This is an optimization exercise on Yosys and OpenROAD, whose aim is a short achievable clock period and few clock cycles per item, not a production implementation.
The RTL was checked by simulation tests, not by an equivalence proof against the original design.
The clock port is modelled as an ideal driver, which makes a skipped or thinned clock tree look cheaper than it is; a real chip needs a root buffer or a tree.
No activity file was given, so power comes from the tool's default toggle rates.

==> job 7516 <==
Design consolls_core, start of the top module:
module consolls_core (
    input  wire        clk,
    input  wire        rst,
    input  wire        step_valid,
    output wire        step_ready,
    output wire        done,
    output reg         halted,
    output reg  [2:0]  cause,
    output reg  [15:0] fault_ip,
    output reg  [15:0] info,
    output reg  [2:0]  info_n,
    output reg         mem_req,
    output reg         mem_we,
    output reg  [15:0] mem_addr,
    output reg  [7:0]  mem_wdata,
    input  wire        mem_ready,
    input  wire [7:0]  mem_rdata
);
clock: 28.0 ns
lec_check: 0
cap_margin: 20
core_margin: 2
core_utilization: 40
place_density: 0.8
slew_margin: 20
standard.sh (not shown) runs the stock make flow with config.mk's settings and CLKGATE_MAP_FILE= SYNTH_SCRIPT=/design/flow/synth_recipe.tcl, a recipe that flattens the netlist after the stock synthesis.
==> flow/flow/run.sh <==
#!/bin/bash
set -euo pipefail
bash standard.sh SETUP_SLACK_MARGIN=23 PRE_CTS_TCL="$PWD/flow/pre_cts.tcl" finish > standard_flow.log 2>&1
Other scripts of this flow, unchanged in this note and not shown: flow/flow/pre_cts.tcl, flow/flow/pre_cts_tree.tcl
==> job 4194: changes against job 7516 <==
--- a/flow/design.v
+++ b/flow/design.v
@@ -137,17 +137,17 @@
         need = 15'd0;
         rdy  = 15'd0;
         need[J_R0]  = 1'b1;               rdy[J_R0]  = 1'b1;
         need[J_R1]  = 1'b1;               rdy[J_R1]  = 1'b1;
         need[J_T]   = 1'b1;               rdy[J_T]   = ipv & (ip[15:14] == 2'b00);
         need[J_F1L] = ~clsv | (~d_bad & d_w3);
         need[J_F1H] = ~clsv | (~d_bad & d_w3);
         need[J_F2L] = go & d_w5;
-        need[J_F2H] = go & d_w5 & ~(d_setv & ~d_wide);
+        need[J_F2H] = go & d_w5;
         need[J_F3L] = go & d_w7;
         need[J_F3H] = go & d_w7;
         rdy[J_F1L]  = ipv & fa1_in;
         rdy[J_F1H]  = ipv & fa1_in;
         rdy[J_F2L]  = ipv & fa1_in;
         rdy[J_F2H]  = ipv & fa1_in;
         rdy[J_F3L]  = ipv & fa1_in;
         rdy[J_F3H]  = ipv & fa1_in;
@@ -274,17 +274,22 @@
             dv_t = {1'b0, dv_R} - {1'b0, dv_m[m]};
             if (!dv_t[20]) begin
                 dv_qd = m[3:0];
                 dr_n  = dv_t[15:0];
             end
         end
     end
     wire [15:0] dq_n = {dv_q[11:0], dv_qd};
-    wire [15:0] prod = x * y;
+    reg [15:0] prod;
+    reg        prodv;
+    always @(posedge clk) begin
+        prod  <= x * y;
+        prodv <= xall & yall & ~clr;
+    end
     wire [15:0] shl = x << f2[3:0];
     wire [15:0] shr = x >> f2[3:0];
     wire        x_lt_y = x < y;
     wire        x_eq_y = x == y;
     reg [15:0] res;
     always @(*) begin
         res = x;                             
         if (d_add)   res = x + y;
@@ -301,71 +306,68 @@
         if (d_setv)  res = f2;
     end
     wire dst_en = d_bin | d_cmp | d_not | d_lsh | d_rsh | d_setv | d_copy |
                   d_get | d_set;
     wire [15:0] dst = (d_not | d_copy | d_get) ? f2 :
                       d_setv ? f1 :
                       d_set  ? p  : f3;
     wire res_lo_rdy = d_div ? dv_done :
+                      d_mul ? prodv :
                       d_cmp ? (xall & yall) :
                       d_bin ? (vld[J_XL] & vld[J_YL]) :
                       d_setv ? vld[J_F2L] :
                       vld[J_XL];
     wire res_hi_rdy = d_div ? dv_done :
+                      d_mul ? prodv :
                       d_setv ? vld[J_F2H] :
                       (xall & (yall | ~use_y));
-    wire wd_direct_ok = d_setv & ~d_wide & pone[J_F2L];
     reg [15:0] newip;
     reg        nl_known, nh_known;
     always @(*) begin
         newip = nip;
         nl_known = 1'b1;
         nh_known = 1'b1;
         if (d_jumpv) begin
             newip = f1;
             nl_known = vld[J_F1L];
             nh_known = fv1;
         end else if (d_jump) begin
             newip = x;
             nl_known = vld[J_XL];
             nh_known = xall;
         end else if (d_cjump) begin
             if (x_eq_y) newip = f3;
-            nl_known = xall & yall & vld[J_F3L];
+            nl_known = xall & yall & fv3;
             nh_known = xall & yall & fv3;
         end
     end
-    reg         nx_req, nx_we, nx_fin, nx_wait, nx_wd_direct;
+    reg         nx_req, nx_we, nx_fin, nx_wait;
     reg  [NJ-1:0] nx;      
     reg         found;
     integer j, jj;
     always @(*) begin
         nx_req = 1'b0; nx_we = 1'b0; nx_fin = 1'b0; nx_wait = 1'b0;
-        nx_wd_direct = 1'b0;
         nx = {NJ{1'b0}};
         found = 1'b0;
         if (hnext && hjob[J_WRH] && !res_hi_rdy) begin
             found = 1'b1;
             nx_wait = 1'b1;
         end else if (hnext) begin
             found = 1'b1;
             nx = hjob;
             nx_we = hjob[J_WRH];
             nx_req = hjob[J_WRH] | ma1_in;
         end else if (dx_direct) begin
             found = 1'b1; nx[J_XL] = 1'b1; nx_req = 1'b1;
         end else if (dp_direct) begin
             found = 1'b1; nx[J_PL] = 1'b1; nx_req = 1'b1;
         end else begin
             for (j = 0; j < 15; j = j + 1) begin
-                if (d_cjump)
-                    jj = (j < 7) ? j : (j < 11) ? j + 2 : (j < 13) ? j - 4 : j;
-                else
-                    jj = (j < 9) ? j : (j < 11) ? j + 4 : j - 2;
+                jj = (j < 9) ? j : (j < 11) ? j + 4 : j - 2;
                 if (!found && need[jj] && !iss[jj] && rdy[jj]) begin
                     found = 1'b1;
                     nx[jj] = 1'b1;
                     nx_req = 1'b1;
                 end
             end
         end
         if (!found && reads_issued && dec_ok) begin
@@ -374,19 +376,18 @@
                 if (nl_known) begin
                     found = 1'b1; nx[J_WIL] = 1'b1; nx_req = 1'b1;
                 end
             end else if (!iss[J_WIH] && !(nh_known && newip[15:8] == ip[15:8])) begin
                 if (nh_known) begin
                     found = 1'b1; nx[J_WIH] = 1'b1; nx_req = 1'b1;
                 end
             end else if (dst_en && !iss[J_WRL]) begin
-                if (res_lo_rdy || wd_direct_ok) begin
+                if (res_lo_rdy) begin
                     found = 1'b1; nx[J_WRL] = 1'b1; nx_req = 1'b1;
-                    nx_wd_direct = !res_lo_rdy;
                 end
             end else if (!(dst_en && d_wide && !iss[J_WRH]))
                 nx_fin = 1'b1;
         end
     end
     wire nx_l = nx[J_XL] | nx[J_YL] | nx[J_PL];
     wire nx_h = nx[J_XH] | nx[J_YH] | nx[J_PH] | nx[J_WRH];
     wire nx_f = nx[J_F1L] | nx[J_F1H] | nx[J_F2L] | nx[J_F2H] | nx[J_F3L] | nx[J_F3H];
@@ -482,17 +483,17 @@
             clsv     <= 1'b0;
             dv_busy  <= 1'b0;
             dv_done  <= 1'b0;
         end else begin
             clsv <= vld[J_T] | pone[J_T];
             if (slot && !nx_wait) begin
                 mem_we    <= nx_we;
                 mem_addr  <= rd_direct ? {rbyte, rd_lo} : nx_addr;
-                mem_wdata <= nx_wd_direct ? rbyte : nx_wdata;
+                mem_wdata <= nx_wdata;
                 rone      <= t_direct ? (19'd1 << J_T) : nx;
                 hnext     <= nx_hn & ~t_direct;
                 hjob      <= nx_hjob;
                 iss       <= iss | (t_direct ? (19'd1 << J_T) : nx);
                 if (t_direct)
                     fa <= {mem_rdata, ip[7:0]};
                 else if (nx[J_T] | nx_f)
                     fa <= nx_addr;
==> flow/flow/run.sh (replaced) <==
#!/bin/bash
set -euo pipefail
bash standard.sh SETUP_SLACK_MARGIN=25 PRE_CTS_TCL="$PWD/flow/pre_cts.tcl" finish > standard_flow.log 2>&1
==> flow/config.mk (replaced) <==
export PLATFORM = sky130hd
export DESIGN_NAME = consolls_core
export DESIGN_NICKNAME = consolls_core
export VERILOG_FILES = /design/flow/design.v
export SDC_FILE = /design/flow/constraint.sdc
export NUM_CORES = 4
export LEC_CHECK = 0
export CAP_MARGIN = 20
export CORE_MARGIN = 2
export CORE_UTILIZATION = 40
export SLEW_MARGIN = 20
==> qor summary <==
metric	job 7516	job 4194
Status	finished clean	finished clean
Pin count of the biggest net entering global routing	88	72
Share of synthesized cell area in full adder, half adder and majority cells	0.191	0.190
Share of total power in combinational logic	0.075	0.073
Leading cell type in the layout, fill and taps excluded	nor2_1	buf_4
FF+latch count	478	495
Critical setup path kind	reg2out	in2reg
Count of cell instances traversed by the critical path	1	6
Total placed instance area	53800 µm²	55000 µm²
Vias in the first global route	49817	52308
Clk network pwr share	0.360	0.361
PnR worst setup slack	21.45 ns	21.48 ns
R2R setup slack	21.73 ns	22.38 ns
Inserted Diodes	2	5
Sequential cell area	12600 µm²	13000 µm²
Basic-gate share of the synthesized area counting and, or, nand and nor cells	0.168	0.167
Number of antenna violations at the first check in global routing	6	15
Least-Margin Pin Slew	1.12 ns	1.18 ns
Final critical-path required period	6.55 ns	6.52 ns
Post-layout utilization of the core	0.476	0.550
Count of non-filler cells in the finished layout	7955	8481
Mapped cell area	50300 µm²	50700 µm²
CP endpoint kind	primary output	flop
Detailed Route Iter0 Violations	7226	6131
WL met1	90500 µm	92500 µm
Tightest slew margin relative to the limit	0.234	0.215
Power in sequential cells	747 µW	767 µW
Testbench counts of job 7516, summed over its fixed seeds: cycles 175,164, steps 9,600.
Testbench counts of job 4194, summed over its fixed seeds: cycles 176,422, steps 9,600.
In every run of this note, the design's own scripts or RTL, not TritonCTS, make the clock network.

what the ideal ports hide:
In the flow no input, the clock included, has a driving cell. The finished layouts below were timed again as built, in two steps.
Step 1 (the two cells are an assumption about what drives the block):
set clk [get_ports {clk}]
set_driving_cell -lib_cell sky130_fd_sc_hd__clkbuf_16 $clk
set_driving_cell -lib_cell sky130_fd_sc_hd__buf_2 [delete_from_list [all_inputs] $clk]
Step 2 times the ports against the registers' clock, not the clock port: input delays grow and output delays shrink by t, the midpoint of the rising clock arrivals with the driver on.
a / b / c = ideal / step 1 / step 2; a / b = the first two.
| run | shift t [ns] | setup WS [ns] | worst setup path after step 2 | worst data-port slew with drivers (ns) |
|---|---|---|---|---|
| job 7516 | 0.556 | 21.454 / 21.312 / 21.084 | input to register | 0.13 |
| job 4194 | 0.565 | 21.481 / 21.321 / 21.031 | input to register | 0.11 |
After both steps setup and hold are still met in every run listed. The setup slack of job 4194, which loses most, moves by -0.160 ns with the drivers and by -0.450 ns with both steps.
